From an optimization exercise on the open Yosys and OpenROAD flow, aimed at small area, a short achievable clock period and few clock cycles per item; shortcuts taken in it are not production practice. Function was checked by simulation only, so behaviour that the tests miss may differ from the original. Power and IR drop assume default switching activity.

[flow/design.v]
module fpc_pred (
    input  wire        clk,
    input  wire        clear,        
    input  wire [1:0]  clear_lsz,    
    input  wire        obs,          
    input  wire [63:0] a,
    output wire [63:0] pred_f,       
    output wire [63:0] td,           
    output wire [63:0] last          
);
    reg [63:0] tf [0:15];
    reg [63:0] tdt [0:15];
    reg [15:0] vf, vd;
    reg [3:0]  ctx_f, ctx_d;
    reg [63:0] last_r;
    reg [1:0]  lsz;
    wire [3:0] mask = {lsz == 2'd3, lsz >= 2'd2, lsz != 2'd0, 1'b1};
    assign pred_f = vf[ctx_f] ? tf[ctx_f] : 64'd0;
    assign td     = vd[ctx_d] ? tdt[ctx_d] : 64'd0;
    assign last   = last_r;
    wire [63:0] delta = a - last_r;
    integer i;
    always @(posedge clk) begin
        for (i = 0; i < 16; i = i + 1) begin
            if (obs && ctx_f == i) tf[i]  <= a;
            if (obs && ctx_d == i) tdt[i] <= delta;
        end
        if (clear) begin
            vf     <= 16'd0;
            vd     <= 16'd0;
            ctx_f  <= 4'd0;
            ctx_d  <= 4'd0;
            last_r <= 64'd0;
            lsz    <= clear_lsz;
        end else if (obs) begin
            vf[ctx_f] <= 1'b1;
            vd[ctx_d] <= 1'b1;
            ctx_f     <= a[51:48] & mask;
            ctx_d     <= {ctx_d[1:0] ^ delta[43:42], delta[41:40]} & mask;
            last_r    <= a;
        end
    end
endmodule
module fpc_half (
    input  wire [63:0] res_f,
    input  wire [63:0] res_d,
    output wire        sel,       
    output reg  [2:0]  code,
    output wire [63:0] resid
);
    function [3:0] lzb;
        input [63:0] r;
        begin
            if      (r[63:56] != 0) lzb = 4'd0;
            else if (r[55:48] != 0) lzb = 4'd1;
            else if (r[47:40] != 0) lzb = 4'd2;
            else if (r[39:32] != 0) lzb = 4'd3;
            else if (r[31:24] != 0) lzb = 4'd4;
            else if (r[23:16] != 0) lzb = 4'd5;
            else if (r[15:8]  != 0) lzb = 4'd6;
            else if (r[7:0]   != 0) lzb = 4'd7;
            else                    lzb = 4'd8;
        end
    endfunction
    wire [3:0] z_f = lzb(res_f);
    wire [3:0] z_d = lzb(res_d);
    assign sel   = (z_d > z_f);
    assign resid = sel ? res_d : res_f;
    wire [3:0] z = sel ? z_d : z_f;
    always @(*) begin
        case (z)
            4'd0:    code = 3'd0;
            4'd1:    code = 3'd1;
            4'd2:    code = 3'd2;
            4'd3:    code = 3'd3;
            4'd4:    code = 3'd3;
            4'd5:    code = 3'd4;
            4'd6:    code = 3'd5;
            4'd7:    code = 3'd6;
            default: code = 3'd7;
        endcase
    end
endmodule
module fpc_enc (
    input  wire        clk,
    input  wire        rst,
    input  wire        cfg_valid,
    output wire        cfg_ready,
    input  wire [1:0]  cfg_lsz,       
    input  wire        in_valid,
    output wire        in_ready,
    input  wire [63:0] in_data,
    input  wire        in_last,
    output wire        out_valid,
    input  wire        out_ready,
    output wire [63:0] out_data,
    output wire [3:0]  out_nbytes,
    output wire        out_last
);
    localparam [1:0] K_V1 = 2'd0,     
                     K_V2 = 2'd1,     
                     K_PAD = 2'd2;    
    function [3:0] nb_of;             
        input [2:0] c;
        case (c)
            3'd0: nb_of = 4'd8; 3'd1: nb_of = 4'd7; 3'd2: nb_of = 4'd6;
            3'd3: nb_of = 4'd5; 3'd4: nb_of = 4'd3; 3'd5: nb_of = 4'd2;
            3'd6: nb_of = 4'd1; default: nb_of = 4'd0;
        endcase
    endfunction
    reg adv;
    assign in_ready  = adv;
    assign cfg_ready = adv;
    reg        first;                 
    reg        vA, cA, lastA;
    reg [1:0]  kA, lszA;
    reg [63:0] aA;
    always @(posedge clk) begin
        if (rst) begin
            vA    <= 1'b0;
            cA    <= 1'b0;
            first <= 1'b1;
        end else if (adv) begin
            vA    <= in_valid;
            cA    <= cfg_valid;
            if (in_valid) first <= !first || in_last;
        end
        if (adv) begin
            aA    <= in_data;
            lastA <= in_last;
            kA    <= !first ? K_V2 : in_last ? K_PAD : K_V1;
            lszA  <= cfg_lsz;
        end
    end
    wire [63:0] pred_f, td, last;
    fpc_pred u_pred (
        .clk       (clk),
        .clear     (rst || (adv && cA)),
        .clear_lsz (rst ? 2'd3 : lszA),
        .obs       (adv && vA),
        .a         (aA),
        .pred_f    (pred_f),
        .td        (td),
        .last      (last)
    );
    reg        vB, lastB;
    reg [1:0]  kB;
    reg [63:0] rfB, pdB;
    always @(posedge clk) begin
        if (rst)      vB <= 1'b0;
        else if (adv) vB <= vA;
        if (adv) begin
            kB    <= kA;
            lastB <= lastA;
            rfB   <= pred_f ^ aA;
            pdB   <= last + td;
        end
    end
    wire        sC;
    wire [2:0]  cC;
    wire [63:0] rC;
    fpc_half u_half (
        .res_f  (rfB),
        .res_d  (pdB ^ last),
        .sel    (sC),
        .code   (cC),
        .resid  (rC)
    );
    wire [3:0] nC = nb_of(cC);
    reg        vQ, lastQ, sQ;
    reg [1:0]  kQ;
    reg [2:0]  cQ;
    reg [63:0] rQ;
    wire [3:0] nQ = nb_of(cQ);
    wire       q_can = vQ && (kQ != K_V1 || vB);
    wire       emit  = adv && q_can;
    reg  [3:0] clen;
    reg        cend;
    always @(*) begin
        case (kQ)
            K_V1:    begin clen = nQ + 4'd1; cend = lastB && (nC == 4'd0); end
            K_V2:    begin clen = nQ;        cend = lastQ && (nQ != 4'd0); end
            default: begin clen = nQ + 4'd2; cend = 1'b1; end
        endcase
    end
    wire [7:0]  hdr  = {sQ, cQ, (kQ == K_PAD) ? 4'b0111 : {sC, cC}};
    wire [79:0] cdat = (kQ == K_V2) ? {16'd0, rQ} : {8'd0, rQ, hdr};
    wire q_load = adv && (emit || !vQ);
    always @(posedge clk) begin
        if (rst)         vQ <= 1'b0;
        else if (q_load) vQ <= vB;
        if (q_load) begin
            kQ    <= kB;
            lastQ <= lastB;
            sQ    <= sC;
            cQ    <= cC;
            rQ    <= rC;
        end
    end
    reg [63:0] row [0:2];
    reg [2:0]  rlast;
    reg [3:0]  rnb [0:2];
    reg [1:0]  w;                     
    reg [2:0]  p;                     
    assign out_valid  = (w != 2'd0);
    assign out_data   = row[0];
    assign out_nbytes = rnb[0];
    assign out_last   = rlast[0];
    wire       pop = out_valid && out_ready;
    wire [1:0] w1  = w - {1'b0, pop};
    wire [143:0] win = {64'd0, cdat} << {p, 3'b000};
    wire [4:0]   pos = {w1, p} + {1'b0, clen};
    wire [4:0]   fin = pos - 5'd1;            
    reg [1:0]  w_n;
    reg [2:0]  p_n;
    always @(*) begin
        if (emit && cend) begin
            w_n = fin[4:3] + 2'd1;
            p_n = 3'd0;
        end else if (emit) begin
            w_n = pos[4:3];
            p_n = pos[2:0];
        end else begin
            w_n = w1;
            p_n = p;
        end
    end
    integer k, j;
    reg [63:0] rs;
    reg        ls;
    reg [3:0]  ns;
    always @(posedge clk) begin
        for (k = 0; k < 3; k = k + 1) begin
            rs = (pop && k < 2) ? row[k+1]   : row[k];
            ls = (pop && k < 2) ? rlast[k+1] : rlast[k];
            ns = (pop && k < 2) ? rnb[k+1]   : rnb[k];
            if (emit && k == w1) begin
                for (j = 0; j < 8; j = j + 1)
                    if (j >= p) rs[8*j +: 8] = win[8*j +: 8];
            end else if (emit && k == w1 + 1) begin
                rs = win[64 +: 64];
            end else if (emit && k == w1 + 2) begin
                rs = win[128 +: 16];
            end
            if (emit && k >= w1) begin
                ls = cend && (k == fin[4:3]);
                ns = (cend && k == fin[4:3]) ? {1'b0, fin[2:0]} + 4'd1 : 4'd8;
            end
            row[k]   <= rs;
            rlast[k] <= ls;
            rnb[k]   <= ns;
        end
        if (rst) begin
            w <= 2'd0;
            p <= 3'd0;
        end else begin
            w <= w_n;
            p <= p_n;
        end
    end
    wire       q0n_v = q_load ? vB : vQ;
    wire [1:0] q0n_k = q_load ? kB : kQ;
    wire [3:0] q0n_n = q_load ? nC : nQ;
    wire       q1n_v = adv    ? vA : vB;
    reg  [3:0] len_n;
    always @(*) begin
        if (!q0n_v)                len_n = 4'd0;
        else if (q0n_k == K_V1)    len_n = q1n_v ? q0n_n + 4'd1 : 4'd0;
        else if (q0n_k == K_V2)    len_n = q0n_n;
        else                       len_n = q0n_n + 4'd2;
    end
    wire [5:0] room = {1'b0, w_n, p_n} + {2'd0, len_n};
    always @(posedge clk) begin
        if (rst) adv <= 1'b1;
        else     adv <= (room <= 6'd24);
    end
endmodule
[flow/run.sh]
#!/bin/bash
# synth_recipe.tcl (not shown) runs the flow's synth.tcl, then flattens the netlist and writes it again
# the make line also repeats each setting of config.mk as NAME=value (left out here)
make -C /OpenROAD-flow-scripts/flow DESIGN_CONFIG=/design/flow/config.mk WORK_HOME=/design/flow/orfs CLKGATE_MAP_FILE= SYNTH_SCRIPT=/design/flow/synth_recipe.tcl finish
[flow/config.mk]
export PLATFORM = sky130hd
export DESIGN_NAME = fpc_enc
export DESIGN_NICKNAME = fpc_enc
export VERILOG_FILES = /design/flow/design.v
export SDC_FILE = /design/flow/constraint.sdc
export NUM_CORES = 4
export LEC_CHECK = 0
export ABC_CLOCK_PERIOD_IN_PS = 4000
export CAP_MARGIN = 20
export CORE_MARGIN = 2
export CORE_UTILIZATION = 40
export SETUP_SLACK_MARGIN = 5
export SLEW_MARGIN = 20
[flow/constraint.sdc]
create_clock -name core_clock -period 12.0 [get_ports {clk}]
set_input_delay 2.4000 -clock core_clock [delete_from_list [all_inputs] [get_ports {clk}]]
set_output_delay 2.4000 -clock core_clock [all_outputs]
set_load 0.01 [all_outputs]
==> Flow_metrics.wiki <==
{| class="wikitable"
! Metric !! Value
|-
| Max Clock Skew || about 0.058 ns
|-
| Slew at the pin closest to its max-slew limit || 1.311 ns
|-
| Worst reg-to-reg setup slack || 5.35 ns
|-
| DRT Wirelength || roughly 360000 µm
|-
| RSZ-0062 raised after global routing || false
|-
| Initial core utilization || 0.4022
|-
| Post-layout nets || between 8k and 9k
|-
| Worst VDD drop || 0.1379 mV
|-
| CP Launch Type || register
|-
| Initial antenna violation count || 11
|-
| DR DRC count || 0
|-
| Wire length of the first global-routing pass || roughly 500000 µm
|-
| Cell area after placement || roughly 0.11 mm²
|-
| Relative slew margins || 0.1166
|-
| Maximum clock frequency || 150.4 MHz
|-
| Synthesized Nets || roughly 8.0k
|-
| Clock-pin slew reported for the worst setup and hold paths after clock tree synthesis || about 0.060 ns
|-
| TritonCTS clock tree || built
|-
| Areal power density over the cells || about 200 mW/mm²
|-
| Period utilization || 0.5541
|-
| Final number of max-transition violations || 0
|-
| Hold WS || between 0.4 and 0.5 ns
|-
| Fill count || between 20k and 25k
|-
| Io pins || about 140
|-
| Static leakage || approximately 40 nW
|-
| Via count of the first global-routing pass || 69.12k
|-
| Cell area after technology mapping || between 0.1 and 0.15 mm²
|-
| Number of H-tree levels || 5
|-
| Final weighted congestion in routability-driven placement || between 0.9 and 1
|-
| Crit Path Max Fanout || 29
|-
| Crit path capture type || register
|-
| Clk latency of the worst-skew pair || about 0.89 ns
|-
| Via-per-instance ratio || slightly above 6
|-
| Minimum clock period after layout || 6.649 ns
|-
| Yosys synthesis warning count || 8
|-
| Number of cells after detailed placement || 11.17k
|-
| Arrival @ worst endpoint || between 7 and 8 ns
|-
| Die extent in y || 525.8 µm
|-
| Cell count after synthesis || 7723
|-
| Number of hold-slack violations in the final timing report || 0
|-
| Type of the most critical hold path || reg -> reg
|-
| Overall track demand over capacity in global routing || 0.2497
|-
| Number of distinct standard cells referenced by the synthesized netlist || 85
|-
| Final HPWL DP || about 210000 µm
|-
| TritonCTS Sinks || 2642
|-
| Placement Rows || ~190
|-
| Count of antenna-violating nets left after detailed routing || 0
|-
| Synthesized flop and latch total || 2642
|-
| Routed len/inst || between 30 and 40 µm
|-
| Violation count after the first detailed-route iteration || about 9.6k
|-
| Status || timing/DRC/antenna clean
|-
| Max-cap viol count || 0
|-
| Placeable core region || between 0.2 and 0.3 mm²
|-
| Remaining global-route overflow || 0
|-
| Cell at the root of the clock tree || sky130_fd_sc_hd__clkbuf_16
|-
| Via Count || roughly 72k
|-
| Final Instance Count excl. Fillers || approximately 12k
|-
| Number of iterations in the first detailed-routing pass || 8
|-
| Post-layout instance area || approximately 0.12 mm²
|-
| Sequential cell area fraction in the yosys report || 0.7075
|-
| Most frequently used flop master after synthesis || sky130_fd_sc_hd__edfxtp_1
|-
| Post-synth EDFFs || about 2.4k
|-
| CP Class || reg -> reg
|-
| Count of final setup violators || 0
|-
| Number of buffers added by the clock tree synthesis step || roughly 280
|-
| Area growth from synthesis to layout || 13.47%
|-
| Critical path data required time || roughly 13 ns
|-
| Fraction of final layout cells with drive strength greater than 1 || 0.09242
|-
| Number of I/O port buffers || around 140
|-
| Die width || 525.8 µm
|-
| TNS Setup || 0 ns
|-
| Fraction of registers with async set or reset after synthesis || 0
|-
| Largest net degree at the start of global routing || 91
|-
| Average cell area after synthesis || between 10 and 15 µm²
|-
| Largest buffer count on any clock path || 4
|-
| Die outline area || 0.2765 mm²
|}
## worst paths after layout
check	startpoint	endpoint	cells past startpoint
setup / recovery	u_pred.ctx_d[2]$_SDFFE_PP0P_	pdB[63]$_DFFE_PP_	20
hold / removal	lastA$_DFFE_PP_	lastB$_DFFE_PP_	0
setup reg to reg	u_pred.ctx_d[2]$_SDFFE_PP0P_	pdB[63]$_DFFE_PP_	20
hold reg to reg	lastA$_DFFE_PP_	lastB$_DFFE_PP_	0
## through the flow
step / total power, mW / utilization / worst slack (ns)
after CTS: 24.03 / 0.4555 / 4.976
after floorplan: 13.91 / - / 5.109
after global routing: 24.85 / 0.4564 / 5.030
final: 24.14 / 0.4564 / 5.351
after global placement: 15.87 / 0.4243 / 4.528
after detailed placement: 15.95 / 0.4245 / 4.627
## placed cells by master, fill, tap and decap left out, types with 48 or more instances in the layout
cell and instances:
sky130_fd_sc_hd__a21o_1 91, sky130_fd_sc_hd__a21oi_1 459, sky130_fd_sc_hd__a221oi_1 127, sky130_fd_sc_hd__a22o_1 121
sky130_fd_sc_hd__a22oi_1 670, sky130_fd_sc_hd__buf_4 191, sky130_fd_sc_hd__clkbuf_1 73, sky130_fd_sc_hd__clkbuf_16 281
sky130_fd_sc_hd__clkdlybuf4s50_1 143, sky130_fd_sc_hd__clkinv_1 48, sky130_fd_sc_hd__dfxtp_1 221, sky130_fd_sc_hd__edfxtp_1 2414
sky130_fd_sc_hd__ha_1 158, sky130_fd_sc_hd__inv_1 126, sky130_fd_sc_hd__mux2i_1 238, sky130_fd_sc_hd__nand2_1 562
sky130_fd_sc_hd__nand3_1 168, sky130_fd_sc_hd__nand4_1 173, sky130_fd_sc_hd__nor2_1 371, sky130_fd_sc_hd__o21ai_0 240
sky130_fd_sc_hd__o22ai_1 190, sky130_fd_sc_hd__xnor2_1 147, sky130_fd_sc_hd__xor2_1 98
## synth_stat cells, types with 91 or more instances
master / count / area share
sky130_fd_sc_hd__a21o_1: 91 / 0.0063
sky130_fd_sc_hd__a21oi_1: 459 / 0.021
sky130_fd_sc_hd__a221oi_1: 127 / 0.010
sky130_fd_sc_hd__a22o_1: 121 / 0.0097
sky130_fd_sc_hd__a22oi_1: 670 / 0.046
sky130_fd_sc_hd__clkbuf_1: 374 / 0.013
sky130_fd_sc_hd__dfxtp_1: 228 / 0.042
sky130_fd_sc_hd__edfxtp_1: 2414 / 0.67
sky130_fd_sc_hd__ha_1: 160 / 0.018
sky130_fd_sc_hd__inv_1: 128 / 0.0044
sky130_fd_sc_hd__mux2i_1: 238 / 0.022
sky130_fd_sc_hd__nand2_1: 566 / 0.020
sky130_fd_sc_hd__nand3_1: 168 / 0.0077
sky130_fd_sc_hd__nand4_1: 173 / 0.0099
sky130_fd_sc_hd__nor2_1: 380 / 0.013
sky130_fd_sc_hd__o21ai_0: 249 / 0.011
sky130_fd_sc_hd__o22ai_1: 190 / 0.011
sky130_fd_sc_hd__xnor2_1: 164 / 0.013
sky130_fd_sc_hd__xor2_1: 106 / 0.0085
## metal layers
layer / track usage / routed length (µm)
met1: 0.3351 / 142200
met2: 0.4086 / 169600
met3: 0.04395 / 32810
met4: 0.08531 / 13000
met5: 0 / 27
## area by class of cell
class                   instances  area [µm²]  share of cell area
well taps                    3570        4467             0.03614
multi-input cells            4491       30220              0.2445
clock buffers                 361        7402             0.05990
inverters                     131       495.5            0.004009
diodes                          3       7.507          0.00006075
clock inverters               116       967.2            0.007826
flip-flops and latches       2642       77070              0.6236
repair buffers                342        2957             0.02392
## registers in the layout, summed over array words and instances, names as in the netlist, 3 cells and up
register       cells
u_pred.tdt      1024
u_pred.tf       1024
row              192
aA                64
pdB               64
rQ                64
rfB               64
u_pred.last_r     64
u_pred.vd         16
u_pred.vf         16
rnb               12
u_pred.ctx_d       4
cQ                 3
p                  3
rlast              3
u_pred.ctx_f       3
## timing repair
item	CTS	global route
gates cloned	2	3
buffers inserted	0	3
endpoints found under the setup margin	5	19
gates resized for setup	5	18
hold buffers	0	0
pin swaps	2	3
## worst max-delay path, stage by stage, from the launching register on
cell                       delay [ns]
sky130_fd_sc_hd__dfxtp_2         0.56
sky130_fd_sc_hd__nor2b_1         0.49
sky130_fd_sc_hd__and2_4          0.56
sky130_fd_sc_hd__buf_4           0.57
sky130_fd_sc_hd__buf_4           0.43
sky130_fd_sc_hd__a22oi_1         0.15
sky130_fd_sc_hd__nand4_1         0.13
sky130_fd_sc_hd__o22ai_1         0.15
sky130_fd_sc_hd__nor2_1          0.43
sky130_fd_sc_hd__ha_1            0.40
sky130_fd_sc_hd__a21oi_1         0.20
sky130_fd_sc_hd__o21ai_0         0.14
sky130_fd_sc_hd__a21oi_1         0.17
sky130_fd_sc_hd__o21ai_0         0.12
sky130_fd_sc_hd__a221oi_1        0.60
sky130_fd_sc_hd__a31o_2          0.31
sky130_fd_sc_hd__nor4_1          0.10
sky130_fd_sc_hd__o41ai_1         0.34
sky130_fd_sc_hd__nand2b_1        0.10
sky130_fd_sc_hd__a21oi_1         0.25
sky130_fd_sc_hd__xnor2_1         0.10
## kinds of logic after synthesis
group | Yosys count | synth area share
fa+ha+maj | 164 | 0.01912
simple gates | 1572 | 0.06676
buf+inv | 595 | 0.02054
flops | 2642 | 0.7075
xor+xnor | 271 | 0.02192
mux | 274 | 0.02645
compound gates | 2205 | 0.1378
## power by group
part | leakage [nW] | switching, mW | internal, mW
sequential | 24.2 | 0.456 | 11.0
clock | 4.07 | 3.55 | 4.64
combinational | 12.8 | 3.13 | 1.41
Testbench counts, summed over its fixed seeds: cycles 18,308, values 18,000.

==> port drivers added, routing unchanged <==
How much do the figures lean on ideal ports? The routed layout below was timed once more, with nothing changed but the port constraints.
Step 1: set_driving_cell puts a clkbuf_16 on clk and a buf_2 on each other input, an assumption about the parent block.
Step 2 adds t to the input delays and takes it off the output delays; t is the mean of the earliest and latest rising clock arrival at the registers after step 1. Input paths then give back, and output paths get back, about the clock's delay inside the block.
a / b / c = no drivers / after step 1 / after step 2; a / b = the first two.
shift t [ns]: 0.951
setup WS [ns]: 5.351 / 5.351 / 4.703
latest minus earliest clock arrival (ns): 0.058 / 0.058
After both steps this run still meets setup and hold. For this run, drivers alone change the setup slack by 0.000 ns; drivers and shift together by -0.648 ns.
